Source: an optimization exercise on an open RTL-to-GDS flow (aim: small area, a short achievable clock period and few clock cycles per item). Production flows keep margins and buffers that such runs may drop.
Where RTL was checked, it was by simulation tests only, not by an equivalence proof against the original.
The RTL of run 1 was laid out without a check of its function.

===== config.mk =====
export PLATFORM = sky130hd
export DESIGN_NAME = ydl_angle_engine
export DESIGN_NICKNAME = ydl_angle_engine
export VERILOG_FILES = /design/flow/design.v
export SDC_FILE = /design/flow/constraint.sdc
export NUM_CORES = 4
export LEC_CHECK = 0
export CAP_MARGIN = 20
export CORE_MARGIN = 2
export CORE_UTILIZATION = 40
export SLEW_MARGIN = 20

===== design.v =====
module ydl_corr_cordic (
    input  wire          clk,
    input  wire          rst,
    input  wire          en,
    input  wire          in_v,
    input  wire [25:0]   in_pay,
    input  wire [13:0]   in_d,
    input  wire [20:0]   in_z,
    input  wire          in_conv,
    output wire          out_v,
    output wire [25:0]   out_pay,
    output wire [20:0]   out_z,
    output wire [15:0]   out_ang
);
    reg [3:0] sh;
    always @(*) begin
        casez (in_d)
            14'b1?????????????: sh = 4'd0;
            14'b01????????????: sh = 4'd1;
            14'b001???????????: sh = 4'd2;
            14'b0001??????????: sh = 4'd3;
            14'b00001?????????: sh = 4'd4;
            14'b000001????????: sh = 4'd5;
            14'b0000001???????: sh = 4'd6;
            14'b00000001??????: sh = 4'd7;
            14'b000000001?????: sh = 4'd8;
            14'b0000000001????: sh = 4'd9;
            14'b00000000001???: sh = 4'd9;
            14'b000000000001??: sh = 4'd9;
            14'b0000000000001?: sh = 4'd9;
            14'b00000000000001: sh = 4'd9;
            default: sh = 4'd9;
        endcase
    end
    wire        dz = (in_d == 14'd0);
    wire [13:0] dn = in_d << sh;
    reg  [18:0] k1, k2;
    always @(*) begin
        case ({dz, sh})
            5'd0: begin k1 = 19'd294; k2 = 19'd390; end
            5'd1: begin k1 = 19'd588; k2 = 19'd780; end
            5'd2: begin k1 = 19'd1176; k2 = 19'd1560; end
            5'd3: begin k1 = 19'd2352; k2 = 19'd3121; end
            5'd4: begin k1 = 19'd4705; k2 = 19'd6241; end
            5'd5: begin k1 = 19'd9409; k2 = 19'd12482; end
            5'd6: begin k1 = 19'd18819; k2 = 19'd24965; end
            5'd7: begin k1 = 19'd37638; k2 = 19'd49930; end
            5'd8: begin k1 = 19'd75275; k2 = 19'd99859; end
            5'd9: begin k1 = 19'd150550; k2 = 19'd199719; end
            default: begin k1 = 19'd156999; k2 = 19'd405941; end
        endcase
    end
    wire [18:0] x_s0 = {1'b0, dn, 4'd0} + k1;
    wire [18:0] y_s0 = k2 - {1'b0, dn, 4'd0};
    reg [18:0] x_r0;
    reg [18:0] y_r0;
    reg [20:0] z_r0;
    reg [0:0] conv_r0;
    reg [25:0] pay_r0;
    always @(posedge clk) if (en) begin x_r0 <= x_s0; y_r0 <= y_s0; z_r0 <= in_z; conv_r0 <= in_conv; pay_r0 <= in_pay; end
    reg v_r0;
    always @(posedge clk) if (rst) v_r0 <= 1'b0; else if (en) v_r0 <= in_v;
    wire n1 = y_r0[18];
    wire signed [23:0] ye1 = $signed(y_r0);
    wire signed [23:0] xe1 = {5'd0, x_r0};
    wire signed [23:0] xs1 = xe1 >>> 1;
    wire signed [23:0] ys1 = ye1 >>> 1;
    wire [24:0] yc1 = {ye1, 1'b1} + {xs1 ^ {24{~n1}}, ~n1};
    wire [23:0] yn1 = yc1[24:1];
    wire [24:0] xc1 = {xe1, 1'b1} + {ys1 ^ {24{n1}}, n1};
    wire [23:0] xn1 = xc1[24:1];
    wire [18:0] x_i1 = xn1[18:0];
    wire [18:0] y_i1 = yn1[18:0];
    wire n2 = y_i1[18];
    wire signed [23:0] ye2 = $signed(y_i1);
    wire signed [23:0] xe2 = {5'd0, x_i1};
    wire signed [23:0] xs2 = xe2 >>> 2;
    wire signed [23:0] ys2 = ye2 >>> 2;
    wire [24:0] yc2 = {ye2, 1'b1} + {xs2 ^ {24{~n2}}, ~n2};
    wire [23:0] yn2 = yc2[24:1];
    wire [24:0] xc2 = {xe2, 1'b1} + {ys2 ^ {24{n2}}, n2};
    wire [23:0] xn2 = xc2[24:1];
    wire [18:0] x_i2 = xn2[18:0];
    wire [17:0] y_i2 = yn2[17:0];
    reg [18:0] x_r2;
    reg [17:0] y_r2;
    reg [20:0] z_r2;
    reg [0:0] conv_r2;
    reg [25:0] pay_r2;
    always @(posedge clk) if (en) begin x_r2 <= x_i2; y_r2 <= y_i2; z_r2 <= z_r0; conv_r2 <= conv_r0; pay_r2 <= pay_r0; end
    reg v_r2;
    always @(posedge clk) if (rst) v_r2 <= 1'b0; else if (en) v_r2 <= v_r0;
    reg p1_r2; always @(posedge clk) if (en) p1_r2 <= ~n1;
    reg p2_r2; always @(posedge clk) if (en) p2_r2 <= ~n2;
    wire n3 = y_r2[17];
    wire signed [23:0] ye3 = $signed(y_r2);
    wire signed [23:0] xe3 = {5'd0, x_r2};
    wire signed [23:0] xs3 = xe3 >>> 3;
    wire signed [23:0] ys3 = ye3 >>> 3;
    wire [24:0] yc3 = {ye3, 1'b1} + {xs3 ^ {24{~n3}}, ~n3};
    wire [23:0] yn3 = yc3[24:1];
    wire [24:0] xc3 = {xe3, 1'b1} + {ys3 ^ {24{n3}}, n3};
    wire [23:0] xn3 = xc3[24:1];
    wire [18:0] x_i3 = xn3[18:0];
    wire [16:0] y_i3 = yn3[16:0];
    wire n4 = y_i3[16];
    wire signed [23:0] ye4 = $signed(y_i3);
    wire signed [23:0] xe4 = {5'd0, x_i3};
    wire signed [23:0] xs4 = xe4 >>> 4;
    wire signed [23:0] ys4 = ye4 >>> 4;
    wire [24:0] yc4 = {ye4, 1'b1} + {xs4 ^ {24{~n4}}, ~n4};
    wire [23:0] yn4 = yc4[24:1];
    wire [24:0] xc4 = {xe4, 1'b1} + {ys4 ^ {24{n4}}, n4};
    wire [23:0] xn4 = xc4[24:1];
    wire [18:0] x_i4 = xn4[18:0];
    wire [15:0] y_i4 = yn4[15:0];
    reg [18:0] x_r4;
    reg [15:0] y_r4;
    reg [20:0] z_r4;
    reg [0:0] conv_r4;
    reg [25:0] pay_r4;
    always @(posedge clk) if (en) begin x_r4 <= x_i4; y_r4 <= y_i4; z_r4 <= z_r2; conv_r4 <= conv_r2; pay_r4 <= pay_r2; end
    reg v_r4;
    always @(posedge clk) if (rst) v_r4 <= 1'b0; else if (en) v_r4 <= v_r2;
    reg p1_r4; always @(posedge clk) if (en) p1_r4 <= p1_r2;
    reg p2_r4; always @(posedge clk) if (en) p2_r4 <= p2_r2;
    reg p3_r4; always @(posedge clk) if (en) p3_r4 <= ~n3;
    reg p4_r4; always @(posedge clk) if (en) p4_r4 <= ~n4;
    wire n5 = y_r4[15];
    wire signed [23:0] ye5 = $signed(y_r4);
    wire signed [23:0] xe5 = {5'd0, x_r4};
    wire signed [23:0] xs5 = xe5 >>> 5;
    wire signed [23:0] ys5 = ye5 >>> 5;
    wire [24:0] yc5 = {ye5, 1'b1} + {xs5 ^ {24{~n5}}, ~n5};
    wire [23:0] yn5 = yc5[24:1];
    wire [24:0] xc5 = {xe5, 1'b1} + {ys5 ^ {24{n5}}, n5};
    wire [23:0] xn5 = xc5[24:1];
    wire [18:0] x_i5 = xn5[18:0];
    wire [14:0] y_i5 = yn5[14:0];
    wire [21:0] cv_m = z_r4[14:0] * 22'd91;
    wire [21:0] z_cm = conv_r4 ? cv_m : {1'b0, z_r4};
    wire n6 = y_i5[14];
    wire signed [23:0] ye6 = $signed(y_i5);
    wire signed [23:0] xe6 = {5'd0, x_i5};
    wire signed [23:0] xs6 = xe6 >>> 6;
    wire signed [23:0] ys6 = ye6 >>> 6;
    wire [24:0] yc6 = {ye6, 1'b1} + {xs6 ^ {24{~n6}}, ~n6};
    wire [23:0] yn6 = yc6[24:1];
    wire [24:0] xc6 = {xe6, 1'b1} + {ys6 ^ {24{n6}}, n6};
    wire [23:0] xn6 = xc6[24:1];
    wire [18:0] x_i6 = xn6[18:0];
    wire [13:0] y_i6 = yn6[13:0];
    wire n7 = y_i6[13];
    wire signed [23:0] ye7 = $signed(y_i6);
    wire signed [23:0] xe7 = {5'd0, x_i6};
    wire signed [23:0] xs7 = xe7 >>> 7;
    wire signed [23:0] ys7 = ye7 >>> 7;
    wire [24:0] yc7 = {ye7, 1'b1} + {xs7 ^ {24{~n7}}, ~n7};
    wire [23:0] yn7 = yc7[24:1];
    wire [12:0] y_i7 = yn7[12:0];
    reg [18:0] x_r7;
    reg [12:0] y_r7;
    reg [21:0] z_r7;
    reg [0:0] conv_r7;
    reg [25:0] pay_r7;
    always @(posedge clk) if (en) begin x_r7 <= x_i6; y_r7 <= y_i7; z_r7 <= z_cm; conv_r7 <= conv_r4; pay_r7 <= pay_r4; end
    reg v_r7;
    always @(posedge clk) if (rst) v_r7 <= 1'b0; else if (en) v_r7 <= v_r4;
    reg p1_r7; always @(posedge clk) if (en) p1_r7 <= p1_r4;
    reg p2_r7; always @(posedge clk) if (en) p2_r7 <= p2_r4;
    reg p3_r7; always @(posedge clk) if (en) p3_r7 <= p3_r4;
    reg p4_r7; always @(posedge clk) if (en) p4_r7 <= p4_r4;
    reg p5_r7; always @(posedge clk) if (en) p5_r7 <= ~n5;
    reg p6_r7; always @(posedge clk) if (en) p6_r7 <= ~n6;
    reg p7_r7; always @(posedge clk) if (en) p7_r7 <= ~n7;
    wire n8 = y_r7[12];
    wire signed [23:0] ye8 = $signed(y_r7);
    wire signed [23:0] xe8 = {5'd0, x_r7};
    wire signed [23:0] xs8 = xe8 >>> 8;
    wire signed [23:0] ys8 = ye8 >>> 8;
    wire [24:0] yc8 = {ye8, 1'b1} + {xs8 ^ {24{~n8}}, ~n8};
    wire [23:0] yn8 = yc8[24:1];
    wire [11:0] y_i8 = yn8[11:0];
    wire [21:0] cv_m2 = z_r7;
    wire [20:0] cv_t = cv_m2[20:0] + {11'd0, cv_m2[21:12]} + 21'd23;
    wire [20:0] z_cv = conv_r7 ? cv_t : z_r7[20:0];
    wire n9 = y_i8[11];
    wire signed [23:0] ye9 = $signed(y_i8);
    wire signed [23:0] xe9 = {5'd0, x_r7};
    wire signed [23:0] xs9 = xe9 >>> 9;
    wire signed [23:0] ys9 = ye9 >>> 9;
    wire [24:0] yc9 = {ye9, 1'b1} + {xs9 ^ {24{~n9}}, ~n9};
    wire [23:0] yn9 = yc9[24:1];
    wire [10:0] y_i9 = yn9[10:0];
    wire n10 = y_i9[10];
    wire signed [23:0] ye10 = $signed(y_i9);
    wire signed [23:0] xe10 = {5'd0, x_r7};
    wire signed [23:0] xs10 = xe10 >>> 10;
    wire signed [23:0] ys10 = ye10 >>> 10;
    wire [24:0] yc10 = {ye10, 1'b1} + {xs10 ^ {24{~n10}}, ~n10};
    wire [23:0] yn10 = yc10[24:1];
    wire [9:0] y_i10 = yn10[9:0];
    reg [18:0] x_r10;
    reg [9:0] y_r10;
    reg [20:0] z_r10;
    reg [25:0] pay_r10;
    always @(posedge clk) if (en) begin x_r10 <= x_r7; y_r10 <= y_i10; z_r10 <= z_cv; pay_r10 <= pay_r7; end
    reg v_r10;
    always @(posedge clk) if (rst) v_r10 <= 1'b0; else if (en) v_r10 <= v_r7;
    reg p1_r10; always @(posedge clk) if (en) p1_r10 <= p1_r7;
    reg p2_r10; always @(posedge clk) if (en) p2_r10 <= p2_r7;
    reg p3_r10; always @(posedge clk) if (en) p3_r10 <= p3_r7;
    reg p4_r10; always @(posedge clk) if (en) p4_r10 <= p4_r7;
    reg p5_r10; always @(posedge clk) if (en) p5_r10 <= p5_r7;
    reg p6_r10; always @(posedge clk) if (en) p6_r10 <= p6_r7;
    reg p7_r10; always @(posedge clk) if (en) p7_r10 <= p7_r7;
    reg p8_r10; always @(posedge clk) if (en) p8_r10 <= ~n8;
    reg p9_r10; always @(posedge clk) if (en) p9_r10 <= ~n9;
    reg p10_r10; always @(posedge clk) if (en) p10_r10 <= ~n10;
    wire n11 = y_r10[9];
    wire signed [23:0] ye11 = $signed(y_r10);
    wire signed [23:0] xe11 = {5'd0, x_r10};
    wire signed [23:0] xs11 = xe11 >>> 11;
    wire signed [23:0] ys11 = ye11 >>> 11;
    wire [24:0] yc11 = {ye11, 1'b1} + {xs11 ^ {24{~n11}}, ~n11};
    wire [23:0] yn11 = yc11[24:1];
    wire [8:0] y_i11 = yn11[8:0];
    wire n12 = y_i11[8];
    wire signed [23:0] ye12 = $signed(y_i11);
    wire signed [23:0] xe12 = {5'd0, x_r10};
    wire signed [23:0] xs12 = xe12 >>> 12;
    wire signed [23:0] ys12 = ye12 >>> 12;
    wire [24:0] yc12 = {ye12, 1'b1} + {xs12 ^ {24{~n12}}, ~n12};
    wire [23:0] yn12 = yc12[24:1];
    wire [7:0] y_i12 = yn12[7:0];
    wire n13 = y_i12[7];
    wire signed [23:0] ye13 = $signed(y_i12);
    wire signed [23:0] xe13 = {5'd0, x_r10};
    wire signed [23:0] xs13 = xe13 >>> 13;
    wire signed [23:0] ys13 = ye13 >>> 13;
    wire [24:0] yc13 = {ye13, 1'b1} + {xs13 ^ {24{~n13}}, ~n13};
    wire [23:0] yn13 = yc13[24:1];
    wire [6:0] y_i13 = yn13[6:0];
    wire n14 = y_i13[6];
    wire signed [23:0] ye14 = $signed(y_i13);
    wire signed [23:0] xe14 = {5'd0, x_r10};
    wire signed [23:0] xs14 = xe14 >>> 14;
    wire signed [23:0] ys14 = ye14 >>> 14;
    wire [24:0] yc14 = {ye14, 1'b1} + {xs14 ^ {24{~n14}}, ~n14};
    wire [23:0] yn14 = yc14[24:1];
    wire [5:0] y_i14 = yn14[5:0];
    reg [5:0] y_r14;
    reg [20:0] z_r14;
    reg [25:0] pay_r14;
    always @(posedge clk) if (en) begin y_r14 <= y_i14; z_r14 <= z_r10; pay_r14 <= pay_r10; end
    reg v_r14;
    always @(posedge clk) if (rst) v_r14 <= 1'b0; else if (en) v_r14 <= v_r10;
    reg p1_r14; always @(posedge clk) if (en) p1_r14 <= p1_r10;
    reg p2_r14; always @(posedge clk) if (en) p2_r14 <= p2_r10;
    reg p3_r14; always @(posedge clk) if (en) p3_r14 <= p3_r10;
    reg p4_r14; always @(posedge clk) if (en) p4_r14 <= p4_r10;
    reg p5_r14; always @(posedge clk) if (en) p5_r14 <= p5_r10;
    reg p6_r14; always @(posedge clk) if (en) p6_r14 <= p6_r10;
    reg p7_r14; always @(posedge clk) if (en) p7_r14 <= p7_r10;
    reg p8_r14; always @(posedge clk) if (en) p8_r14 <= p8_r10;
    reg p9_r14; always @(posedge clk) if (en) p9_r14 <= p9_r10;
    reg p10_r14; always @(posedge clk) if (en) p10_r14 <= p10_r10;
    reg p11_r14; always @(posedge clk) if (en) p11_r14 <= ~n11;
    reg p12_r14; always @(posedge clk) if (en) p12_r14 <= ~n12;
    reg p13_r14; always @(posedge clk) if (en) p13_r14 <= ~n13;
    reg p14_r14; always @(posedge clk) if (en) p14_r14 <= ~n14;
    wire n15 = y_r14[5];
    wire tb1_s = z_r14[1] ^ p1_r14 ^ p2_r14;
    wire tb1_c = (z_r14[1] & p1_r14) | (z_r14[1] & p2_r14) | (p1_r14 & p2_r14);
    wire tb2_s = z_r14[2] ^ p2_r14 ^ p3_r14;
    wire tb2_c = (z_r14[2] & p2_r14) | (z_r14[2] & p3_r14) | (p2_r14 & p3_r14);
    wire tb3_s = p4_r14 ^ p5_r14 ^ p6_r14;
    wire tb3_c = (p4_r14 & p5_r14) | (p4_r14 & p6_r14) | (p5_r14 & p6_r14);
    wire tb4_s = z_r14[3] ^ p2_r14 ^ p6_r14;
    wire tb4_c = (z_r14[3] & p2_r14) | (z_r14[3] & p6_r14) | (p2_r14 & p6_r14);
    wire tb5_s = z_r14[4] ^ 1'b1 ^ p5_r14;
    wire tb5_c = (z_r14[4] & 1'b1) | (z_r14[4] & p5_r14) | (1'b1 & p5_r14);
    wire tb6_s = p6_r14 ^ p8_r14;
    wire tb6_c = p6_r14 & p8_r14;
    wire tb7_s = z_r14[5] ^ p5_r14 ^ p6_r14;
    wire tb7_c = (z_r14[5] & p5_r14) | (z_r14[5] & p6_r14) | (p5_r14 & p6_r14);
    wire tb8_s = p7_r14 ^ p8_r14;
    wire tb8_c = p7_r14 & p8_r14;
    wire tb9_s = z_r14[6] ^ 1'b1 ^ p2_r14;
    wire tb9_c = (z_r14[6] & 1'b1) | (z_r14[6] & p2_r14) | (1'b1 & p2_r14);
    wire tb10_s = p3_r14 ^ p4_r14 ^ p5_r14;
    wire tb10_c = (p3_r14 & p4_r14) | (p3_r14 & p5_r14) | (p4_r14 & p5_r14);
    wire tb11_s = p7_r14 ^ p11_r14;
    wire tb11_c = p7_r14 & p11_r14;
    wire tb12_s = z_r14[7] ^ p2_r14 ^ p4_r14;
    wire tb12_c = (z_r14[7] & p2_r14) | (z_r14[7] & p4_r14) | (p2_r14 & p4_r14);
    wire tb13_s = p6_r14 ^ p10_r14;
    wire tb13_c = p6_r14 & p10_r14;
    wire tb14_s = z_r14[8] ^ 1'b1 ^ p1_r14;
    wire tb14_c = (z_r14[8] & 1'b1) | (z_r14[8] & p1_r14) | (1'b1 & p1_r14);
    wire tb15_s = tb1_s ^ p5_r14 ^ p6_r14;
    wire tb15_c = (tb1_s & p5_r14) | (tb1_s & p6_r14) | (p5_r14 & p6_r14);
    wire tb16_s = tb1_c ^ tb2_s ^ tb3_s;
    wire tb16_c = (tb1_c & tb2_s) | (tb1_c & tb3_s) | (tb2_s & tb3_s);
    wire tb17_s = p10_r14 ^ p11_r14;
    wire tb17_c = p10_r14 & p11_r14;
    wire tb18_s = tb2_c ^ tb3_c ^ tb4_s;
    wire tb18_c = (tb2_c & tb3_c) | (tb2_c & tb4_s) | (tb3_c & tb4_s);
    wire tb19_s = p9_r14 ^ p10_r14 ^ p14_r14;
    wire tb19_c = (p9_r14 & p10_r14) | (p9_r14 & p14_r14) | (p10_r14 & p14_r14);
    wire tb20_s = tb4_c ^ tb5_s ^ tb6_s;
    wire tb20_c = (tb4_c & tb5_s) | (tb4_c & tb6_s) | (tb5_s & tb6_s);
    wire tb21_s = p9_r14 ^ p13_r14 ^ ~n15;
    wire tb21_c = (p9_r14 & p13_r14) | (p9_r14 & ~n15) | (p13_r14 & ~n15);
    wire tb22_s = tb5_c ^ tb6_c ^ tb7_s;
    wire tb22_c = (tb5_c & tb6_c) | (tb5_c & tb7_s) | (tb6_c & tb7_s);
    wire tb23_s = tb8_s ^ p12_r14 ^ p14_r14;
    wire tb23_c = (tb8_s & p12_r14) | (tb8_s & p14_r14) | (p12_r14 & p14_r14);
    wire tb24_s = tb7_c ^ tb8_c ^ tb9_s;
    wire tb24_c = (tb7_c & tb8_c) | (tb7_c & tb9_s) | (tb8_c & tb9_s);
    wire tb25_s = tb10_s ^ tb11_s ^ p13_r14;
    wire tb25_c = (tb10_s & tb11_s) | (tb10_s & p13_r14) | (tb11_s & p13_r14);
    wire tb26_s = tb9_c ^ tb10_c ^ tb11_c;
    wire tb26_c = (tb9_c & tb10_c) | (tb9_c & tb11_c) | (tb10_c & tb11_c);
    wire tb27_s = tb12_s ^ tb13_s ^ p12_r14;
    wire tb27_c = (tb12_s & tb13_s) | (tb12_s & p12_r14) | (tb13_s & p12_r14);
    wire tb28_s = tb12_c ^ tb13_c ^ tb14_s;
    wire tb28_c = (tb12_c & tb13_c) | (tb12_c & tb14_s) | (tb13_c & tb14_s);
    wire tb29_s = p5_r14 ^ p9_r14 ^ p11_r14;
    wire tb29_c = (p5_r14 & p9_r14) | (p5_r14 & p11_r14) | (p9_r14 & p11_r14);
    wire tb30_s = tb14_c ^ z_r14[9] ^ p2_r14;
    wire tb30_c = (tb14_c & z_r14[9]) | (tb14_c & p2_r14) | (z_r14[9] & p2_r14);
    wire tb31_s = p4_r14 ^ p8_r14 ^ p10_r14;
    wire tb31_c = (p4_r14 & p8_r14) | (p4_r14 & p10_r14) | (p8_r14 & p10_r14);
    wire tb32_s = z_r14[10] ^ p2_r14 ^ p3_r14;
    wire tb32_c = (z_r14[10] & p2_r14) | (z_r14[10] & p3_r14) | (p2_r14 & p3_r14);
    wire tb33_s = p7_r14 ^ p9_r14;
    wire tb33_c = p7_r14 & p9_r14;
    wire tb34_s = z_r14[11] ^ 1'b1 ^ p1_r14;
    wire tb34_c = (z_r14[11] & 1'b1) | (z_r14[11] & p1_r14) | (1'b1 & p1_r14);
    wire tb35_s = p2_r14 ^ p6_r14 ^ p8_r14;
    wire tb35_c = (p2_r14 & p6_r14) | (p2_r14 & p8_r14) | (p6_r14 & p8_r14);
    wire tb36_s = z_r14[12] ^ p1_r14 ^ p2_r14;
    wire tb36_c = (z_r14[12] & p1_r14) | (z_r14[12] & p2_r14) | (p1_r14 & p2_r14);
    wire tb37_s = p5_r14 ^ p7_r14;
    wire tb37_c = p5_r14 & p7_r14;
    wire tb38_s = z_r14[13] ^ 1'b1 ^ p1_r14;
    wire tb38_c = (z_r14[13] & 1'b1) | (z_r14[13] & p1_r14) | (1'b1 & p1_r14);
    wire tb39_s = p2_r14 ^ p4_r14 ^ p6_r14;
    wire tb39_c = (p2_r14 & p4_r14) | (p2_r14 & p6_r14) | (p4_r14 & p6_r14);
    wire tb40_s = z_r14[14] ^ 1'b1 ^ p2_r14;
    wire tb40_c = (z_r14[14] & 1'b1) | (z_r14[14] & p2_r14) | (1'b1 & p2_r14);
    wire tb41_s = p3_r14 ^ p5_r14;
    wire tb41_c = p3_r14 & p5_r14;
    wire tb42_s = z_r14[15] ^ p1_r14;
    wire tb42_c = z_r14[15] & p1_r14;
    wire tb43_s = tb15_s ^ p11_r14;
    wire tb43_c = tb15_s & p11_r14;
    wire tb44_s = tb15_c ^ tb16_s ^ tb17_s;
    wire tb44_c = (tb15_c & tb16_s) | (tb15_c & tb17_s) | (tb16_s & tb17_s);
    wire tb45_s = tb16_c ^ tb17_c ^ tb18_s;
    wire tb45_c = (tb16_c & tb17_c) | (tb16_c & tb18_s) | (tb17_c & tb18_s);
    wire tb46_s = tb18_c ^ tb19_c ^ tb20_s;
    wire tb46_c = (tb18_c & tb19_c) | (tb18_c & tb20_s) | (tb19_c & tb20_s);
    wire tb47_s = tb20_c ^ tb21_c ^ tb22_s;
    wire tb47_c = (tb20_c & tb21_c) | (tb20_c & tb22_s) | (tb21_c & tb22_s);
    wire tb48_s = tb22_c ^ tb23_c ^ tb24_s;
    wire tb48_c = (tb22_c & tb23_c) | (tb22_c & tb24_s) | (tb23_c & tb24_s);
    wire tb49_s = tb24_c ^ tb25_c ^ tb26_s;
    wire tb49_c = (tb24_c & tb25_c) | (tb24_c & tb26_s) | (tb25_c & tb26_s);
    wire tb50_s = tb26_c ^ tb27_c ^ tb28_s;
    wire tb50_c = (tb26_c & tb27_c) | (tb26_c & tb28_s) | (tb27_c & tb28_s);
    wire tb51_s = tb28_c ^ tb29_c ^ tb30_s;
    wire tb51_c = (tb28_c & tb29_c) | (tb28_c & tb30_s) | (tb29_c & tb30_s);
    wire tb52_s = tb30_c ^ tb31_c ^ tb32_s;
    wire tb52_c = (tb30_c & tb31_c) | (tb30_c & tb32_s) | (tb31_c & tb32_s);
    wire tb53_s = tb32_c ^ tb33_c ^ tb34_s;
    wire tb53_c = (tb32_c & tb33_c) | (tb32_c & tb34_s) | (tb33_c & tb34_s);
    wire tb54_s = tb34_c ^ tb35_c ^ tb36_s;
    wire tb54_c = (tb34_c & tb35_c) | (tb34_c & tb36_s) | (tb35_c & tb36_s);
    wire tb55_s = tb36_c ^ tb37_c ^ tb38_s;
    wire tb55_c = (tb36_c & tb37_c) | (tb36_c & tb38_s) | (tb37_c & tb38_s);
    wire tb56_s = tb38_c ^ tb39_c ^ tb40_s;
    wire tb56_c = (tb38_c & tb39_c) | (tb38_c & tb40_s) | (tb39_c & tb40_s);
    wire tb57_s = tb40_c ^ tb41_c ^ tb42_s;
    wire tb57_c = (tb40_c & tb41_c) | (tb40_c & tb42_s) | (tb41_c & tb42_s);
    wire tb58_s = tb42_c ^ z_r14[16];
    wire tb58_c = tb42_c & z_r14[16];
    wire tb59_s = z_r14[17] ^ 1'b1;
    wire tb59_c = z_r14[17] & 1'b1;
    wire tb60_s = z_r14[18] ^ 1'b1;
    wire tb60_c = z_r14[18] & 1'b1;
    wire tb61_s = tb43_s ^ p12_r14;
    wire tb61_c = tb43_s & p12_r14;
    wire tb62_s = tb43_c ^ tb44_s ^ ~n15;
    wire tb62_c = (tb43_c & tb44_s) | (tb43_c & ~n15) | (tb44_s & ~n15);
    wire tb63_s = tb44_c ^ tb45_s ^ tb19_s;
    wire tb63_c = (tb44_c & tb45_s) | (tb44_c & tb19_s) | (tb45_s & tb19_s);
    wire tb64_s = tb45_c ^ tb46_s ^ tb21_s;
    wire tb64_c = (tb45_c & tb46_s) | (tb45_c & tb21_s) | (tb46_s & tb21_s);
    wire tb65_s = tb46_c ^ tb47_s ^ tb23_s;
    wire tb65_c = (tb46_c & tb47_s) | (tb46_c & tb23_s) | (tb47_s & tb23_s);
    wire tb66_s = tb47_c ^ tb48_s ^ tb25_s;
    wire tb66_c = (tb47_c & tb48_s) | (tb47_c & tb25_s) | (tb48_s & tb25_s);
    wire tb67_s = tb48_c ^ tb49_s ^ tb27_s;
    wire tb67_c = (tb48_c & tb49_s) | (tb48_c & tb27_s) | (tb49_s & tb27_s);
    wire tb68_s = tb49_c ^ tb50_s ^ tb29_s;
    wire tb68_c = (tb49_c & tb50_s) | (tb49_c & tb29_s) | (tb50_s & tb29_s);
    wire tb69_s = tb50_c ^ tb51_s ^ tb31_s;
    wire tb69_c = (tb50_c & tb51_s) | (tb50_c & tb31_s) | (tb51_s & tb31_s);
    wire tb70_s = tb51_c ^ tb52_s ^ tb33_s;
    wire tb70_c = (tb51_c & tb52_s) | (tb51_c & tb33_s) | (tb52_s & tb33_s);
    wire tb71_s = tb52_c ^ tb53_s ^ tb35_s;
    wire tb71_c = (tb52_c & tb53_s) | (tb52_c & tb35_s) | (tb53_s & tb35_s);
    wire tb72_s = tb53_c ^ tb54_s ^ tb37_s;
    wire tb72_c = (tb53_c & tb54_s) | (tb53_c & tb37_s) | (tb54_s & tb37_s);
    wire tb73_s = tb54_c ^ tb55_s ^ tb39_s;
    wire tb73_c = (tb54_c & tb55_s) | (tb54_c & tb39_s) | (tb55_s & tb39_s);
    wire tb74_s = tb55_c ^ tb56_s ^ tb41_s;
    wire tb74_c = (tb55_c & tb56_s) | (tb55_c & tb41_s) | (tb56_s & tb41_s);
    wire tb75_s = tb56_c ^ tb57_s ^ p4_r14;
    wire tb75_c = (tb56_c & tb57_s) | (tb56_c & p4_r14) | (tb57_s & p4_r14);
    wire tb76_s = tb57_c ^ tb58_s ^ p3_r14;
    wire tb76_c = (tb57_c & tb58_s) | (tb57_c & p3_r14) | (tb58_s & p3_r14);
    wire tb77_s = tb58_c ^ tb59_s ^ p2_r14;
    wire tb77_c = (tb58_c & tb59_s) | (tb58_c & p2_r14) | (tb59_s & p2_r14);
    wire tb78_s = tb59_c ^ tb60_s ^ p1_r14;
    wire tb78_c = (tb59_c & tb60_s) | (tb59_c & p1_r14) | (tb60_s & p1_r14);
    wire tb79_s = tb60_c ^ z_r14[19] ^ 1'b1;
    wire tb79_c = (tb60_c & z_r14[19]) | (tb60_c & 1'b1) | (z_r14[19] & 1'b1);
    wire tb80_s = z_r14[20] ^ 1'b1;
    wire tb80_c = z_r14[20] & 1'b1;
    wire [20:0] z_sum = {tb79_c, tb78_c, tb77_c, tb76_c, tb75_c, tb74_c, tb73_c, tb72_c, tb71_c, tb70_c, tb69_c, tb68_c, tb67_c, tb66_c, tb65_c, tb64_c, tb63_c, tb62_c, tb61_c, tb61_s, z_r14[0]} + {tb80_s, tb79_s, tb78_s, tb77_s, tb76_s, tb75_s, tb74_s, tb73_s, tb72_s, tb71_s, tb70_s, tb69_s, tb68_s, tb67_s, tb66_s, tb65_s, tb64_s, tb63_s, tb62_s, p13_r14, 1'b0};
    reg  [20:0] z_q;
    reg  [25:0] pay_q;
    reg         v_q;
    always @(posedge clk) if (en) begin z_q <= z_sum; pay_q <= pay_r14; end
    always @(posedge clk) if (rst) v_q <= 1'b0; else if (en) v_q <= v_r14;
    assign out_z = z_q;
    assign out_pay = pay_q;
    assign out_v = v_q;
    wire m81_s = z_q[5] ^ z_q[3];
    wire m81_c = z_q[5] & z_q[3];
    wire m82_s = z_q[6] ^ z_q[4] ^ z_q[3];
    wire m82_c = (z_q[6] & z_q[4]) | (z_q[6] & z_q[3]) | (z_q[4] & z_q[3]);
    wire m83_s = z_q[7] ^ z_q[5] ^ z_q[4];
    wire m83_c = (z_q[7] & z_q[5]) | (z_q[7] & z_q[4]) | (z_q[5] & z_q[4]);
    wire m84_s = z_q[8] ^ z_q[6] ^ z_q[5];
    wire m84_c = (z_q[8] & z_q[6]) | (z_q[8] & z_q[5]) | (z_q[6] & z_q[5]);
    wire m85_s = z_q[9] ^ z_q[7] ^ z_q[6];
    wire m85_c = (z_q[9] & z_q[7]) | (z_q[9] & z_q[6]) | (z_q[7] & z_q[6]);
    wire m86_s = z_q[10] ^ z_q[8] ^ z_q[7];
    wire m86_c = (z_q[10] & z_q[8]) | (z_q[10] & z_q[7]) | (z_q[8] & z_q[7]);
    wire m87_s = z_q[11] ^ z_q[9] ^ z_q[8];
    wire m87_c = (z_q[11] & z_q[9]) | (z_q[11] & z_q[8]) | (z_q[9] & z_q[8]);
    wire m88_s = z_q[12] ^ z_q[10] ^ z_q[9];
    wire m88_c = (z_q[12] & z_q[10]) | (z_q[12] & z_q[9]) | (z_q[10] & z_q[9]);
    wire m89_s = z_q[13] ^ z_q[11] ^ z_q[10];
    wire m89_c = (z_q[13] & z_q[11]) | (z_q[13] & z_q[10]) | (z_q[11] & z_q[10]);
    wire m90_s = z_q[14] ^ z_q[12] ^ z_q[11];
    wire m90_c = (z_q[14] & z_q[12]) | (z_q[14] & z_q[11]) | (z_q[12] & z_q[11]);
    wire m91_s = z_q[15] ^ z_q[13] ^ z_q[12];
    wire m91_c = (z_q[15] & z_q[13]) | (z_q[15] & z_q[12]) | (z_q[13] & z_q[12]);
    wire m92_s = z_q[16] ^ z_q[14] ^ z_q[13];
    wire m92_c = (z_q[16] & z_q[14]) | (z_q[16] & z_q[13]) | (z_q[14] & z_q[13]);
    wire m93_s = z_q[17] ^ z_q[15] ^ z_q[14];
    wire m93_c = (z_q[17] & z_q[15]) | (z_q[17] & z_q[14]) | (z_q[15] & z_q[14]);
    wire m94_s = z_q[18] ^ z_q[16] ^ z_q[15];
    wire m94_c = (z_q[18] & z_q[16]) | (z_q[18] & z_q[15]) | (z_q[16] & z_q[15]);
    wire m95_s = z_q[19] ^ z_q[17] ^ z_q[16];
    wire m95_c = (z_q[19] & z_q[17]) | (z_q[19] & z_q[16]) | (z_q[17] & z_q[16]);
    wire m96_s = z_q[20] ^ z_q[18] ^ z_q[17];
    wire m96_c = (z_q[20] & z_q[18]) | (z_q[20] & z_q[17]) | (z_q[18] & z_q[17]);
    wire m97_s = z_q[19] ^ z_q[18];
    wire m97_c = z_q[19] & z_q[18];
    wire m98_s = z_q[20] ^ z_q[19];
    wire m98_c = z_q[20] & z_q[19];
    wire m99_s = z_q[3] ^ z_q[1];
    wire m99_c = z_q[3] & z_q[1];
    wire m100_s = z_q[4] ^ z_q[2] ^ z_q[1];
    wire m100_c = (z_q[4] & z_q[2]) | (z_q[4] & z_q[1]) | (z_q[2] & z_q[1]);
    wire m101_s = m81_s ^ z_q[2] ^ z_q[0];
    wire m101_c = (m81_s & z_q[2]) | (m81_s & z_q[0]) | (z_q[2] & z_q[0]);
    wire m102_s = m81_c ^ m82_s ^ z_q[1];
    wire m102_c = (m81_c & m82_s) | (m81_c & z_q[1]) | (m82_s & z_q[1]);
    wire m103_s = m82_c ^ m83_s ^ z_q[2];
    wire m103_c = (m82_c & m83_s) | (m82_c & z_q[2]) | (m83_s & z_q[2]);
    wire m104_s = m83_c ^ m84_s ^ z_q[3];
    wire m104_c = (m83_c & m84_s) | (m83_c & z_q[3]) | (m84_s & z_q[3]);
    wire m105_s = m84_c ^ m85_s ^ z_q[4];
    wire m105_c = (m84_c & m85_s) | (m84_c & z_q[4]) | (m85_s & z_q[4]);
    wire m106_s = m85_c ^ m86_s ^ z_q[5];
    wire m106_c = (m85_c & m86_s) | (m85_c & z_q[5]) | (m86_s & z_q[5]);
    wire m107_s = m86_c ^ m87_s ^ z_q[6];
    wire m107_c = (m86_c & m87_s) | (m86_c & z_q[6]) | (m87_s & z_q[6]);
    wire m108_s = m87_c ^ m88_s ^ z_q[7];
    wire m108_c = (m87_c & m88_s) | (m87_c & z_q[7]) | (m88_s & z_q[7]);
    wire m109_s = m88_c ^ m89_s ^ z_q[8];
    wire m109_c = (m88_c & m89_s) | (m88_c & z_q[8]) | (m89_s & z_q[8]);
    wire m110_s = m89_c ^ m90_s ^ z_q[9];
    wire m110_c = (m89_c & m90_s) | (m89_c & z_q[9]) | (m90_s & z_q[9]);
    wire m111_s = m90_c ^ m91_s ^ z_q[10];
    wire m111_c = (m90_c & m91_s) | (m90_c & z_q[10]) | (m91_s & z_q[10]);
    wire m112_s = m91_c ^ m92_s ^ z_q[11];
    wire m112_c = (m91_c & m92_s) | (m91_c & z_q[11]) | (m92_s & z_q[11]);
    wire m113_s = m92_c ^ m93_s ^ z_q[12];
    wire m113_c = (m92_c & m93_s) | (m92_c & z_q[12]) | (m93_s & z_q[12]);
    wire m114_s = m93_c ^ m94_s ^ z_q[13];
    wire m114_c = (m93_c & m94_s) | (m93_c & z_q[13]) | (m94_s & z_q[13]);
    wire m115_s = m94_c ^ m95_s ^ z_q[14];
    wire m115_c = (m94_c & m95_s) | (m94_c & z_q[14]) | (m95_s & z_q[14]);
    wire m116_s = m95_c ^ m96_s ^ z_q[15];
    wire m116_c = (m95_c & m96_s) | (m95_c & z_q[15]) | (m96_s & z_q[15]);
    wire m117_s = m96_c ^ m97_s ^ z_q[16];
    wire m117_c = (m96_c & m97_s) | (m96_c & z_q[16]) | (m97_s & z_q[16]);
    wire m118_s = m97_c ^ m98_s ^ z_q[17];
    wire m118_c = (m97_c & m98_s) | (m97_c & z_q[17]) | (m98_s & z_q[17]);
    wire m119_s = m98_c ^ z_q[20] ^ z_q[18];
    wire m119_c = (m98_c & z_q[20]) | (m98_c & z_q[18]) | (z_q[20] & z_q[18]);
    wire [26:0] m45 = {1'b0, z_q[20], m119_c, m118_c, m117_c, m116_c, m115_c, m114_c, m113_c, m112_c, m111_c, m110_c, m109_c, m108_c, m107_c, m106_c, m105_c, m104_c, m103_c, m102_c, m101_c, m100_c, m99_c, m99_s, z_q[2], z_q[1], z_q[0]} + {1'b0, 1'b0, z_q[19], m119_s, m118_s, m117_s, m116_s, m115_s, m114_s, m113_s, m112_s, m111_s, m110_s, m109_s, m108_s, m107_s, m106_s, m105_s, m104_s, m103_s, m102_s, m101_s, m100_s, z_q[0], z_q[0], 1'b0, 1'b0};
    assign out_ang = m45[26:11];
endmodule
module ydl_angle_engine (
    input  wire        clk,
    input  wire        rst,
    input  wire        hdr_valid,
    output wire        hdr_ready,
    input  wire [15:0] hdr_start_code,
    input  wire [15:0] hdr_end_code,
    input  wire [7:0]  hdr_count,
    input  wire [13:0] hdr_dist_first,
    input  wire [13:0] hdr_dist_last,
    input  wire        smp_valid,
    output wire        smp_ready,
    input  wire [23:0] smp_raw,
    output wire        out_valid,
    input  wire        out_ready,
    output reg  [15:0] out_angle,
    output reg  [13:0] out_dist,
    output reg  [9:0]  out_intensity,
    output reg         out_last
);
    localparam [2:0] W_IDLE = 3'd0,   
                     W_S0   = 3'd1,   
                     W_S1   = 3'd2,   
                     W_WT   = 3'd3,   
                     W_DIV  = 3'd4,   
                     W_DONE = 3'd5;   
    reg        out_v;
    wire       en = ~out_v | out_ready;
    assign out_valid = out_v;
    reg  [2:0]  w_st;
    reg  [3:0]  w_cnt;
    reg  [7:0]  w_dv;               
    reg         w_nb, w_nd;         
    reg  [20:0] w_f;                
    reg  [25:0] w_q;                
    reg  [7:0]  w_r;
    reg         p_v, p_conv;
    reg  [20:0] p_f;
    reg  [7:0]  p_n;
    reg  [25:0] p_step;
    reg         e_act, e_conv;
    reg  [7:0]  e_rem;
    reg  [25:0] e_acc, e_step;
    wire        w_bub = w_nb & ((w_st == W_S0) | (w_st == W_S1));
    assign hdr_ready = (w_st == W_DONE) & ~p_v;
    assign smp_ready = en & e_act & ~w_bub;
    wire        hdr_take = hdr_valid & hdr_ready;
    wire        smp_take = smp_valid & smp_ready;
    wire        e_last = (e_rem == 8'd1);
    wire        p_to_e = p_v & (~e_act | (smp_take & e_last));
    wire        i_v    = w_bub | smp_take;
    wire [13:0] i_d    = w_bub ? ((w_st == W_S0) ? hdr_dist_first : hdr_dist_last) : smp_raw[23:10];
    wire [20:0] i_z    = w_bub ? {6'd0, (w_st == W_S0) ? hdr_start_code[15:1] : hdr_end_code[15:1]}
                               : e_acc[25:5];
    wire        i_conv = w_bub | e_conv;
    wire        i_last = w_bub ? (w_st == W_S1) : e_last;
    wire        x_v;
    wire [25:0] x_pay;
    wire [20:0] x_z;
    wire [15:0] x_ang;
    ydl_corr_cordic u_corr (
        .clk    (clk),
        .rst    (rst),
        .en     (en),
        .in_v   (i_v),
        .in_pay ({w_bub, i_last, smp_raw[9:0], i_d}),
        .in_d   (i_d),
        .in_z   (i_z),
        .in_conv(i_conv),
        .out_v  (x_v),
        .out_pay(x_pay),
        .out_z  (x_z),
        .out_ang(x_ang)
    );
    wire        x_b    = x_pay[25];
    wire        x_last = x_pay[24];
    wire [9:0]  x_int  = x_pay[23:14];
    wire [13:0] x_d    = x_pay[13:0];
    wire        res_v  = x_v & ~x_b;
    always @(posedge clk) begin
        if (rst)
            out_v <= 1'b0;
        else if (en)
            out_v <= res_v;
    end
    always @(posedge clk) begin
        if (en & res_v) begin
            out_angle     <= x_ang;
            out_dist      <= x_d;
            out_intensity <= x_int;
            out_last      <= x_last;
        end
    end
    wire [8:0]  dv  = {1'b0, w_dv};
    wire [8:0]  r2a = {w_r, w_q[25]};
    wire        gea = (r2a >= dv);
    wire [7:0]  ra  = gea ? r2a[7:0] - w_dv : r2a[7:0];
    wire [8:0]  r2b = {ra, w_q[24]};
    wire        geb = (r2b >= dv);
    wire [7:0]  rb  = geb ? r2b[7:0] - w_dv : r2b[7:0];
    wire        xb_en = en & x_v & x_b;
    wire [20:0] span = x_z - w_f;
    always @(posedge clk) begin
        if (rst) begin
            w_st <= W_IDLE;
        end else begin
            case (w_st)
                W_IDLE: if (hdr_valid) begin
                    w_dv <= hdr_count - 8'd1;
                    w_nb <= (hdr_count > 8'd1);
                    w_nd <= (hdr_count > 8'd2);
                    w_st <= W_S0;
                end
                W_S0: begin
                    if (~w_nb)
                        w_st <= W_DONE;
                    else if (en)
                        w_st <= W_S1;
                end
                W_S1: if (en) w_st <= W_WT;
                W_WT: if (xb_en) begin
                    if (~x_last)
                        w_f <= x_z;
                    else begin
                        w_q   <= {span, 5'd0};
                        w_r   <= 8'd0;
                        w_cnt <= 4'd0;
                        w_st  <= w_nd ? W_DIV : W_DONE;
                    end
                end
                W_DIV: begin
                    w_q   <= {w_q[23:0], gea, geb};
                    w_r   <= rb;
                    w_cnt <= w_cnt + 4'd1;
                    if (w_cnt == 4'd12)
                        w_st <= W_DONE;
                end
                W_DONE: if (hdr_valid & ~p_v) w_st <= W_IDLE;
                default: w_st <= W_IDLE;
            endcase
        end
    end
    always @(posedge clk) begin
        if (rst)
            p_v <= 1'b0;
        else if (hdr_take)
            p_v <= 1'b1;
        else if (p_to_e)
            p_v <= 1'b0;
    end
    always @(posedge clk) begin
        if (hdr_take) begin
            p_conv <= ~w_nb;
            p_f    <= w_nb ? w_f : {6'd0, hdr_start_code[15:1]};
            p_n    <= hdr_count;
            p_step <= w_q;
        end
    end
    always @(posedge clk) begin
        if (rst)
            e_act <= 1'b0;
        else if (p_to_e)
            e_act <= 1'b1;
        else if (smp_take & e_last)
            e_act <= 1'b0;
    end
    always @(posedge clk) begin
        if (p_to_e) begin
            e_conv <= p_conv;
            e_rem  <= p_n;
            e_acc  <= {p_f, 5'd0};
            e_step <= p_step;
        end else if (smp_take) begin
            e_rem  <= e_rem - 8'd1;
            e_acc  <= e_acc + e_step;
        end
    end
endmodule

===== constraint.sdc =====
create_clock -name core_clock -period 12.0 [get_ports {clk}]
set_input_delay 2.4000 -clock core_clock [delete_from_list [all_inputs] [get_ports {clk}]]
set_output_delay 2.4000 -clock core_clock [all_outputs]
set_load 0.01 [all_outputs]

===== run.sh =====
#!/bin/bash
# synth_recipe.tcl (not shown) runs the flow's synth.tcl, then flattens the netlist and writes it again
# the make line also repeats each setting of config.mk as NAME=value (left out here)
make -C /OpenROAD-flow-scripts/flow DESIGN_CONFIG=/design/flow/config.mk WORK_HOME=/design/flow/orfs CLKGATE_MAP_FILE= SYNTH_SCRIPT=/design/flow/synth_recipe.tcl finish

==> results.toml, run 1 <==
[clocking]
post_cts_buffers = 0
cts_buffers = 85
cts_tree = "done"
clock_latency_ps = 680
cts-hold-fix-buffers = 0
post_cts_resized = 0
cts-htree-levels = 3
cts.clk_slew.worst_paths_ps = 60
clockRootBuffer = "clkbuf_16"
max-clock-path-buffers = 3
clkSinkCount = 764

[floorplan]
row_count = 131
coreArea_um2 = 127000
die_area_um2 = 131000
ios = 141
die-width_um = 362
start_util_pct = 40.2
die_h_um = 362

[cells_and_area]
nets = 5485
diodes = 0
fin_util_pct = 45.0
area_growth_pct = 12.0
n_fill_cell = 11710
drive_above_1_share_pct = 5.25
regArea_um2 = 22800
multi_input_area_um2 = 26800

[min_path]
hold_start = "u_corr.pay_r14[24]"
hold_path_class = "reg -> reg"

[worst_setup_path]
worst_setup_path_end_kind = "flop"
critPathLaunchType = "flop"
required_ps = 12400
crit_slowest_cell = "edfxtp_1"
rr_startpoint = "u_corr.y_r10[9]"
crit_fanout = 12
slowest_delay_ps = 750
cp-startpoint = "u_corr.y_r10[9]"
ff2ff_setup_slack_ps = 2650
arrival_ps = 9750
path_common_cell = "ha_1"
path_class = "reg -> reg"

[sta]
tightest_slew_ps = 1100
final-max-slew-violation-count = 0
worst_slack_ps = 2650
finalClockSkew_ps = 24.4
fin_crit_sh_pct = 77.9
period_minus_slack_ps = 9350
setup_viol = 0
rsz0062_at_grt = "no"
relSlewSlack_pct = 25.9
finalSetupTns_ps = 0
fmax_ghz = 0.107
hold_viol_final = 0

[global_route]
first_global_vias = 33287
grt_max_degree = 110
antenna_found_initial = 1
overflow = 0
grt_pass1_wl_um = 182000
track_usage_pct = 17.3

[synth]
syn-cell-area_um2 = 51200
synth-edff-count = 746
synth_top_area_share_pct = 43.8
post_synth_inst_count = 4603
ys.flop_type = "edfxtp_1"
synth.distinct_cells = 96
async_flop_share_pct = 0
synthTopCellsByCount = "edfxtp_1 (746), ha_1 (481), xnor2_1 (405), inv_1 (366), nor2_1 (304)"
synth_area_leaders = "edfxtp_1 (44%), ha_1 (12%), xnor2_1 (6.9%)"
yosysTopAreaCell = "edfxtp_1"
synth_warnings = 2
synth-seq-cells = 764
seq_area_frac_synth_pct = 44.5
synth_most_common_cell = "edfxtp_1"
synth.avg_cell_area_um2 = 11.1
syn_nets = 5316

[run_status]
status = "timing/DRC/antenna clean"

[routing]
drc = 0
ant_nets = 0
post_drt_wl_per_cell_um = 17.4
vias = 33721
dr.pass1.iters = 6
vias_per_cell = 5.19
drt_iter0_drc = 2303
wirelength_um = 113000

[placed_design]
finalWeightedCongestion = 0.872
post-place-ws_ps = 2680
io_buffers = 138
hpwl_um = 85600

[flow_run]
drv_cap = 0
==> cell usage in the layout (no fill, tap or decap), drive strengths merged, types with 82 or more instances in the layout <==
| master | instances |
|---|---|
| a21o | 102 |
| a21oi | 295 |
| clkbuf | 107 |
| clkdlybuf4s50 | 138 |
| edfxtp | 746 |
| fa | 135 |
| ha | 481 |
| inv | 373 |
| nand2 | 281 |
| nand3 | 82 |
| nor2 | 304 |
| nor3 | 93 |
| o21ai | 234 |
| xnor2 | 408 |
| xor2 | 200 |
==> area by class of cell <==
| class | instances | area share (%) |
|---|---|---|
| Tap cell | 1662 | 3.63 |
| Timing Repair Buffer | 164 | 2.78 |
| Clock inverter | 45 | 0.707 |
| Inverter | 369 | 2.43 |
| Multi-Input combinational cell | 3388 | 46.8 |
| Clock buffer | 107 | 3.98 |
| Sequential cell | 764 | 39.7 |
==> path summary, 6_finish.rpt <==
path,to,cells after the start
min,u_corr.pay_q[24],0
max,u_corr.y_r14[5],36
min reg2reg,u_corr.pay_q[24],0
max reg2reg,u_corr.y_r14[5],36
==> flip-flops by register name (all words and copies together), names as in the netlist, 22 cells and up <==
register and cells:
e_acc 26, e_step 26, p_step 26, u_corr.pay_q 26, u_corr.pay_r0 26, u_corr.pay_r10 26
u_corr.pay_r14 26, u_corr.pay_r2 26, u_corr.pay_r4 26, u_corr.pay_r7 26, w_q 26, u_corr.z_r7 22
==> routing by layer <==
| metal | up-vias | share of wire [%] | GRT usage, % |
|---|---|---|---|
| met2 | 583 | 45 | 27.7 |
| met3 | 136 | 4.0 | 2.53 |
| met4 | 2 | 1.7 | 3.55 |
| met1 | 16037 | 49 | 24.8 |
| met5 | - | 0.012 | 0 |
| li1 | 16963 | - | - |
==> worst max-delay path, delay by kind of cell (launching register included) <==
family	cells	cell delay, ps
compound gates	11	2480
simple gates	15	3320
fa+ha+maj	4	1330
xor+xnor	5	1080
mux	1	80
flops	1	750
==> per-stage QoR <==
stage	std cells	cell area [um2]	hold WS (ps)
after CTS	6498	57300	411
after global placement	6346	54600	400
after floorplan	4603	51200	400
after detailed placement	6346	54600	405
after global routing	6499	57300	420
final	6499	57300	401
==> cell families (layout without fill, tap and decap cells) <==
logic type,Yosys count,after routing,synth area share [%]
AO/OA/AOI/OAI,1014,1014,12.8
flip-flops,764,764,44.5
buffers and inverters,451,685,3.35
AND/OR/NAND/NOR,1055,1055,9.79
adder cells (fa/ha/maj),616,616,17.0
XOR/XNOR,609,609,10.6
multiplexers,94,94,1.96
==> run 2, diff against run 1 <==
--- a/design.v
+++ b/design.v
@@ -67,6 +67,4 @@
     wire signed [23:0] ys1 = ye1 >>> 1;
-    wire [24:0] yc1 = {ye1, 1'b1} + {xs1 ^ {24{~n1}}, ~n1};
-    wire [23:0] yn1 = yc1[24:1];
-    wire [24:0] xc1 = {xe1, 1'b1} + {ys1 ^ {24{n1}}, n1};
-    wire [23:0] xn1 = xc1[24:1];
+    wire [23:0] yn1 = ye1 + (xs1 ^ {24{~n1}}) + {23'd0, ~n1};
+    wire [23:0] xn1 = xe1 + (ys1 ^ {24{n1}}) + {23'd0, n1};
     wire [18:0] x_i1 = xn1[18:0];
@@ -78,6 +76,4 @@
     wire signed [23:0] ys2 = ye2 >>> 2;
-    wire [24:0] yc2 = {ye2, 1'b1} + {xs2 ^ {24{~n2}}, ~n2};
-    wire [23:0] yn2 = yc2[24:1];
-    wire [24:0] xc2 = {xe2, 1'b1} + {ys2 ^ {24{n2}}, n2};
-    wire [23:0] xn2 = xc2[24:1];
+    wire [23:0] yn2 = ye2 + (xs2 ^ {24{~n2}}) + {23'd0, ~n2};
+    wire [23:0] xn2 = xe2 + (ys2 ^ {24{n2}}) + {23'd0, n2};
     wire [18:0] x_i2 = xn2[18:0];
@@ -99,6 +95,4 @@
     wire signed [23:0] ys3 = ye3 >>> 3;
-    wire [24:0] yc3 = {ye3, 1'b1} + {xs3 ^ {24{~n3}}, ~n3};
-    wire [23:0] yn3 = yc3[24:1];
-    wire [24:0] xc3 = {xe3, 1'b1} + {ys3 ^ {24{n3}}, n3};
-    wire [23:0] xn3 = xc3[24:1];
+    wire [23:0] yn3 = ye3 + (xs3 ^ {24{~n3}}) + {23'd0, ~n3};
+    wire [23:0] xn3 = xe3 + (ys3 ^ {24{n3}}) + {23'd0, n3};
     wire [18:0] x_i3 = xn3[18:0];
@@ -110,6 +104,4 @@
     wire signed [23:0] ys4 = ye4 >>> 4;
-    wire [24:0] yc4 = {ye4, 1'b1} + {xs4 ^ {24{~n4}}, ~n4};
-    wire [23:0] yn4 = yc4[24:1];
-    wire [24:0] xc4 = {xe4, 1'b1} + {ys4 ^ {24{n4}}, n4};
-    wire [23:0] xn4 = xc4[24:1];
+    wire [23:0] yn4 = ye4 + (xs4 ^ {24{~n4}}) + {23'd0, ~n4};
+    wire [23:0] xn4 = xe4 + (ys4 ^ {24{n4}}) + {23'd0, n4};
     wire [18:0] x_i4 = xn4[18:0];
@@ -133,10 +125,6 @@
     wire signed [23:0] ys5 = ye5 >>> 5;
-    wire [24:0] yc5 = {ye5, 1'b1} + {xs5 ^ {24{~n5}}, ~n5};
-    wire [23:0] yn5 = yc5[24:1];
-    wire [24:0] xc5 = {xe5, 1'b1} + {ys5 ^ {24{n5}}, n5};
-    wire [23:0] xn5 = xc5[24:1];
+    wire [23:0] yn5 = ye5 + (xs5 ^ {24{~n5}}) + {23'd0, ~n5};
+    wire [23:0] xn5 = xe5 + (ys5 ^ {24{n5}}) + {23'd0, n5};
     wire [18:0] x_i5 = xn5[18:0];
     wire [14:0] y_i5 = yn5[14:0];
-    wire [21:0] cv_m = z_r4[14:0] * 22'd91;
-    wire [21:0] z_cm = conv_r4 ? cv_m : {1'b0, z_r4};
     wire n6 = y_i5[14];
@@ -146,6 +134,4 @@
     wire signed [23:0] ys6 = ye6 >>> 6;
-    wire [24:0] yc6 = {ye6, 1'b1} + {xs6 ^ {24{~n6}}, ~n6};
-    wire [23:0] yn6 = yc6[24:1];
-    wire [24:0] xc6 = {xe6, 1'b1} + {ys6 ^ {24{n6}}, n6};
-    wire [23:0] xn6 = xc6[24:1];
+    wire [23:0] yn6 = ye6 + (xs6 ^ {24{~n6}}) + {23'd0, ~n6};
+    wire [23:0] xn6 = xe6 + (ys6 ^ {24{n6}}) + {23'd0, n6};
     wire [18:0] x_i6 = xn6[18:0];
@@ -157,4 +143,3 @@
     wire signed [23:0] ys7 = ye7 >>> 7;
-    wire [24:0] yc7 = {ye7, 1'b1} + {xs7 ^ {24{~n7}}, ~n7};
-    wire [23:0] yn7 = yc7[24:1];
+    wire [23:0] yn7 = ye7 + (xs7 ^ {24{~n7}}) + {23'd0, ~n7};
     wire [12:0] y_i7 = yn7[12:0];
@@ -162,6 +147,6 @@
     reg [12:0] y_r7;
-    reg [21:0] z_r7;
+    reg [20:0] z_r7;
     reg [0:0] conv_r7;
     reg [25:0] pay_r7;
-    always @(posedge clk) if (en) begin x_r7 <= x_i6; y_r7 <= y_i7; z_r7 <= z_cm; conv_r7 <= conv_r4; pay_r7 <= pay_r4; end
+    always @(posedge clk) if (en) begin x_r7 <= x_i6; y_r7 <= y_i7; z_r7 <= z_r4; conv_r7 <= conv_r4; pay_r7 <= pay_r4; end
     reg v_r7;
@@ -180,8 +165,7 @@
     wire signed [23:0] ys8 = ye8 >>> 8;
-    wire [24:0] yc8 = {ye8, 1'b1} + {xs8 ^ {24{~n8}}, ~n8};
-    wire [23:0] yn8 = yc8[24:1];
+    wire [23:0] yn8 = ye8 + (xs8 ^ {24{~n8}}) + {23'd0, ~n8};
     wire [11:0] y_i8 = yn8[11:0];
-    wire [21:0] cv_m2 = z_r7;
-    wire [20:0] cv_t = cv_m2[20:0] + {11'd0, cv_m2[21:12]} + 21'd23;
-    wire [20:0] z_cv = conv_r7 ? cv_t : z_r7[20:0];
+    wire [21:0] cv_m = z_r7[14:0] * 22'd91;
+    wire [20:0] cv_t = cv_m[20:0] + {11'd0, cv_m[21:12]} + 21'd23;
+    wire [20:0] z_cv = conv_r7 ? cv_t : z_r7;
     wire n9 = y_i8[11];
@@ -191,4 +175,3 @@
     wire signed [23:0] ys9 = ye9 >>> 9;
-    wire [24:0] yc9 = {ye9, 1'b1} + {xs9 ^ {24{~n9}}, ~n9};
-    wire [23:0] yn9 = yc9[24:1];
+    wire [23:0] yn9 = ye9 + (xs9 ^ {24{~n9}}) + {23'd0, ~n9};
     wire [10:0] y_i9 = yn9[10:0];
@@ -199,4 +182,3 @@
     wire signed [23:0] ys10 = ye10 >>> 10;
-    wire [24:0] yc10 = {ye10, 1'b1} + {xs10 ^ {24{~n10}}, ~n10};
-    wire [23:0] yn10 = yc10[24:1];
+    wire [23:0] yn10 = ye10 + (xs10 ^ {24{~n10}}) + {23'd0, ~n10};
     wire [9:0] y_i10 = yn10[9:0];
@@ -224,4 +206,3 @@
     wire signed [23:0] ys11 = ye11 >>> 11;
-    wire [24:0] yc11 = {ye11, 1'b1} + {xs11 ^ {24{~n11}}, ~n11};
-    wire [23:0] yn11 = yc11[24:1];
+    wire [23:0] yn11 = ye11 + (xs11 ^ {24{~n11}}) + {23'd0, ~n11};
     wire [8:0] y_i11 = yn11[8:0];
@@ -232,4 +213,3 @@
     wire signed [23:0] ys12 = ye12 >>> 12;
-    wire [24:0] yc12 = {ye12, 1'b1} + {xs12 ^ {24{~n12}}, ~n12};
-    wire [23:0] yn12 = yc12[24:1];
+    wire [23:0] yn12 = ye12 + (xs12 ^ {24{~n12}}) + {23'd0, ~n12};
     wire [7:0] y_i12 = yn12[7:0];
@@ -240,4 +220,3 @@
     wire signed [23:0] ys13 = ye13 >>> 13;
-    wire [24:0] yc13 = {ye13, 1'b1} + {xs13 ^ {24{~n13}}, ~n13};
-    wire [23:0] yn13 = yc13[24:1];
+    wire [23:0] yn13 = ye13 + (xs13 ^ {24{~n13}}) + {23'd0, ~n13};
     wire [6:0] y_i13 = yn13[6:0];
@@ -248,4 +227,3 @@
     wire signed [23:0] ys14 = ye14 >>> 14;
-    wire [24:0] yc14 = {ye14, 1'b1} + {xs14 ^ {24{~n14}}, ~n14};
-    wire [23:0] yn14 = yc14[24:1];
+    wire [23:0] yn14 = ye14 + (xs14 ^ {24{~n14}}) + {23'd0, ~n14};
     wire [5:0] y_i14 = yn14[5:0];
@@ -548,4 +526,8 @@
                      W_DONE = 3'd5;   
-    reg        out_v;
-    wire       en = ~out_v | out_ready;
+    reg        out_v, skid_v;
+    reg [15:0] sk_angle;
+    reg [13:0] sk_dist;
+    reg [9:0]  sk_int;
+    reg        sk_last;
+    wire       en = ~skid_v;
     assign out_valid = out_v;
@@ -572,8 +554,31 @@
     wire        p_to_e = p_v & (~e_act | (smp_take & e_last));
-    wire        i_v    = w_bub | smp_take;
-    wire [13:0] i_d    = w_bub ? ((w_st == W_S0) ? hdr_dist_first : hdr_dist_last) : smp_raw[23:10];
-    wire [20:0] i_z    = w_bub ? {6'd0, (w_st == W_S0) ? hdr_start_code[15:1] : hdr_end_code[15:1]}
-                               : e_acc[25:5];
-    wire        i_conv = w_bub | e_conv;
-    wire        i_last = w_bub ? (w_st == W_S1) : e_last;
+    reg         r0_v, r0_b, r0_last, r0_conv;
+    reg  [13:0] r0_d;
+    reg  [9:0]  r0_int;
+    reg  [20:0] r0_z;
+    always @(posedge clk) begin
+        if (rst)
+            r0_v <= 1'b0;
+        else if (en)
+            r0_v <= w_bub | smp_take;
+    end
+    always @(posedge clk) begin
+        if (en) begin
+            if (w_bub) begin
+                r0_b    <= 1'b1;
+                r0_last <= (w_st == W_S1);
+                r0_conv <= 1'b1;
+                r0_d    <= (w_st == W_S0) ? hdr_dist_first : hdr_dist_last;
+                r0_z    <= {6'd0, (w_st == W_S0) ? hdr_start_code[15:1] : hdr_end_code[15:1]};
+                r0_int  <= 10'd0;
+            end else begin
+                r0_b    <= 1'b0;
+                r0_last <= e_last;
+                r0_conv <= e_conv;
+                r0_d    <= smp_raw[23:10];
+                r0_int  <= smp_raw[9:0];
+                r0_z    <= e_acc[25:5];
+            end
+        end
+    end
     wire        x_v;
@@ -586,7 +591,7 @@
         .en     (en),
-        .in_v   (i_v),
-        .in_pay ({w_bub, i_last, smp_raw[9:0], i_d}),
-        .in_d   (i_d),
-        .in_z   (i_z),
-        .in_conv(i_conv),
+        .in_v   (r0_v),
+        .in_pay ({r0_b, r0_last, r0_int, r0_d}),
+        .in_d   (r0_d),
+        .in_z   (r0_z),
+        .in_conv(r0_conv),
         .out_v  (x_v),
@@ -602,13 +607,34 @@
     always @(posedge clk) begin
-        if (rst)
-            out_v <= 1'b0;
-        else if (en)
+        if (rst) begin
+            out_v  <= 1'b0;
+            skid_v <= 1'b0;
+        end else if (skid_v) begin
+            if (out_ready)
+                skid_v <= 1'b0;
+        end else if (~out_v | out_ready) begin
             out_v <= res_v;
+        end else if (res_v) begin
+            skid_v <= 1'b1;
+        end
     end
     always @(posedge clk) begin
-        if (en & res_v) begin
-            out_angle     <= x_ang;
-            out_dist      <= x_d;
-            out_intensity <= x_int;
-            out_last      <= x_last;
+        if (skid_v) begin
+            if (out_ready) begin
+                out_angle     <= sk_angle;
+                out_dist      <= sk_dist;
+                out_intensity <= sk_int;
+                out_last      <= sk_last;
+            end
+        end else if (~out_v | out_ready) begin
+            if (res_v) begin
+                out_angle     <= x_ang;
+                out_dist      <= x_d;
+                out_intensity <= x_int;
+                out_last      <= x_last;
+            end
+        end else if (res_v) begin
+            sk_angle <= x_ang;
+            sk_dist  <= x_d;
+            sk_int   <= x_int;
+            sk_last  <= x_last;
         end
==> run 2 against run 1 <==
Compared with the run above:
- critical path depth is 2 lower
- first-iteration DRC count shrank 9.5%
- routed wire length decreased by 2.1%
- final cell count grew 1.8%
- worst hold slack worse by 38 ps
- synthesized cell count hardly changed
- critical endpoint is now u_corr.y_r7[12]
==> results.toml, run 2 <==
[run_status]
status = "timing/DRC/antenna clean"

[routing]
drt_iter0_drc = 2085
dr.pass1.iters = 6
post_drt_wl_per_cell_um = 16.7
vias = 33455
vias_per_cell = 5.06
drc = 0
wirelength_um = 110000

[synth]
async_flop_share_pct = 0
synth-edff-count = 834
synth.distinct_cells = 87
synthTopCellsByCount = "edfxtp_1 (834), ha_1 (463), inv_1 (439), xnor2_1 (398), nor2_1 (303)"
syn-cell-area_um2 = 53400
post_synth_inst_count = 4599
synth_top_area_share_pct = 46.9
synth_most_common_cell = "edfxtp_1"
syn_nets = 5312
ys.flop_type = "edfxtp_1"

[cells_and_area]
area_growth_pct = 12.6
mostFrequentLayoutCells = "edfxtp_1 (834), ha_1 (463), inv_1 (438), xnor2_1 (398), nor2_1 (300)"
nets = 5494
final_common_cell = "edfxtp_1"

[worst_setup_path]
arrival_ps = 8890
regToRegEndpoint = "u_corr.y_r7[12]"
crit_slowest_cell = "xor2_2"
crit_fanout = 25
cp.depth = 34
ff2ff_setup_slack_ps = 3550
rr_startpoint = "u_corr.y_r4[15]"
cp.buffers_inverters = 2
crit_family = "compound AO/OA/AOI/OAI gates"
r2r_cells = 34
critPathLaunchType = "flop"
slowest_delay_ps = 770
worst_setup_path_end_kind = "flop"

[placed_design]
io_buffers = 138
finalWeightedCongestion = 0.850

[clocking]
cts_tree = "done"
clkSinkCount = 854
max-clock-path-buffers = 3
cts_buffers = 92
cts-htree-levels = 3
clockRootBuffer = "clkbuf_16"
cts-hold-fix-buffers = 0
post_cts_buffers = 0
post_cts_resized = 0
clock_latency_ps = 730

[global_route]
track_usage_pct = 16.2
grt_pass1_wl_um = 177000

[floorplan]
die-width_um = 369
row_count = 134
ios = 141
start_util_pct = 40.2
die_h_um = 369

[sta]
whs_ps = 363
fmax_ghz = 0.118
setup_viol = 0
finalClockSkew_ps = 90.8
fin_crit_sh_pct = 70.4
tightest_slew_ps = 1040
rsz0062_at_grt = "no"

[flow_run]
drv_cap = 0

[min_path]
hold_start = "u_corr.pay_r2[14]"
worstHoldEndpoint = "u_corr.pay_r4[14]"
==> run 2: cell count changes in the layout (fill, tap and decap cells not counted), sizes merged, moves of 16 or more <==
cell | previous run | this run
edfxtp | 746 | 834
inv | 373 | 442
nand2 | 281 | 245
a21oi | 295 | 260
nand3 | 82 | 49
o21ai | 234 | 206
xor2 | 200 | 177
fa | 135 | 153
ha | 481 | 463
mux2 | 48 | 65
mux2i | 46 | 62
nor3 | 93 | 77
==> run 2: through the flow <==
stage	util, %	area [um2]	instances
floorplan	-	53400	4599
global placement	42.9	57000	6453
detailed placement	42.9	57100	6455
CTS	45.2	60100	6618
global route	45.2	60100	6618
finish	45.2	60100	6618
==> run 2: logic make-up (layout without fill, tap and decap cells) <==
group / Yosys count / after routing / synth area share [%]
simple gates: 990 / 990 / 8.93
buf+inv: 525 / 776 / 3.71
flops: 854 / 854 / 47.6
xor+xnor: 580 / 580 / 9.61
compound gates: 907 / 907 / 11.0
fa+ha+maj: 616 / 616 / 16.6
mux: 127 / 127 / 2.53
==> run 2: final cells by class <==
| cell class | instances | share of cell area (%) |
|---|---|---|
| clock buffer | 121 | 4.08 |
| sequential | 854 | 42.3 |
| timing repair buffer | 171 | 2.80 |
| inverter | 442 | 2.77 |
| clock inverter | 42 | 1.00 |
| multi-input combinational | 3220 | 43.4 |
| tap | 1768 | 3.68 |
==> run 2: per-layer routing <==
metal	up-vias	share of wire, %	track usage [%]
met5	-	0.0072	0
met4	2	2.5	4.52
met3	146	3.9	2.49
met2	547	46	26.7
met1	15980	47	22.2
li1	16780	-	-
==> run 2: worst max path at each step <==
stage / startpoint / to / slack (ps)
final: u_corr.y_r4[15] / u_corr.y_r7[12] / 3550
after global routing: u_corr.y_r4[15] / u_corr.y_r7[12] / 2780
after CTS: u_corr.y_r4[15] / u_corr.y_r7[12] / 3460
after detailed placement: u_corr.y_r4[15] / u_corr.y_r7[12] / 3470
after global placement: u_corr.y_r4[15] / u_corr.y_r7[12] / 3570
after floorplan: skid_v / out_angle[11] / 2640
==> run 2: worst reg2reg max path, delay by kind of cell, from the launching register on <==
kind	cells	cell delay [ps]
compound gates	19	3740
xor+xnor	6	1690
fa+ha+maj	3	1240
buf+inv	2	700
simple gates	4	530
flops	1	330
Testbench counts of run 2, summed over its fixed seeds: cycles 60,733, items 56,574.

## port drivers added, routing unchanged
No port has a modelled driver above. Below, the same layouts with a new extraction and two added sets of constraints.
Step 1, drivers: a clkbuf_16 drives clk and a buf_2 each remaining input, both assumed.
Step 2 moves the port delays by t, midway between the first and last clock arrival at a register: inputs arrive t later, outputs are due t later. That takes back most of the time a late clock gives input paths.
Three values: ideal, step 1, step 2; two values: the first two.
run | t (ns) | setup slack, ns | hold slack, ns | worst register clock-pin slew, ns | pins driven straight from the clock port
run 1 | 0.732 | 2.650 / 2.650 / 2.543 | 0.401 / 0.401 / 0.401 | 0.06 / 0.06 | 1
run 2 | 0.750 | 3.546 / 3.546 / 3.546 | 0.363 / 0.363 / 0.363 | 0.07 / 0.07 | 1
After both steps every run listed still meets setup and hold. For run 1, which loses most, drivers alone change the setup slack by 0.000 ns; drivers and shift together by -0.107 ns.
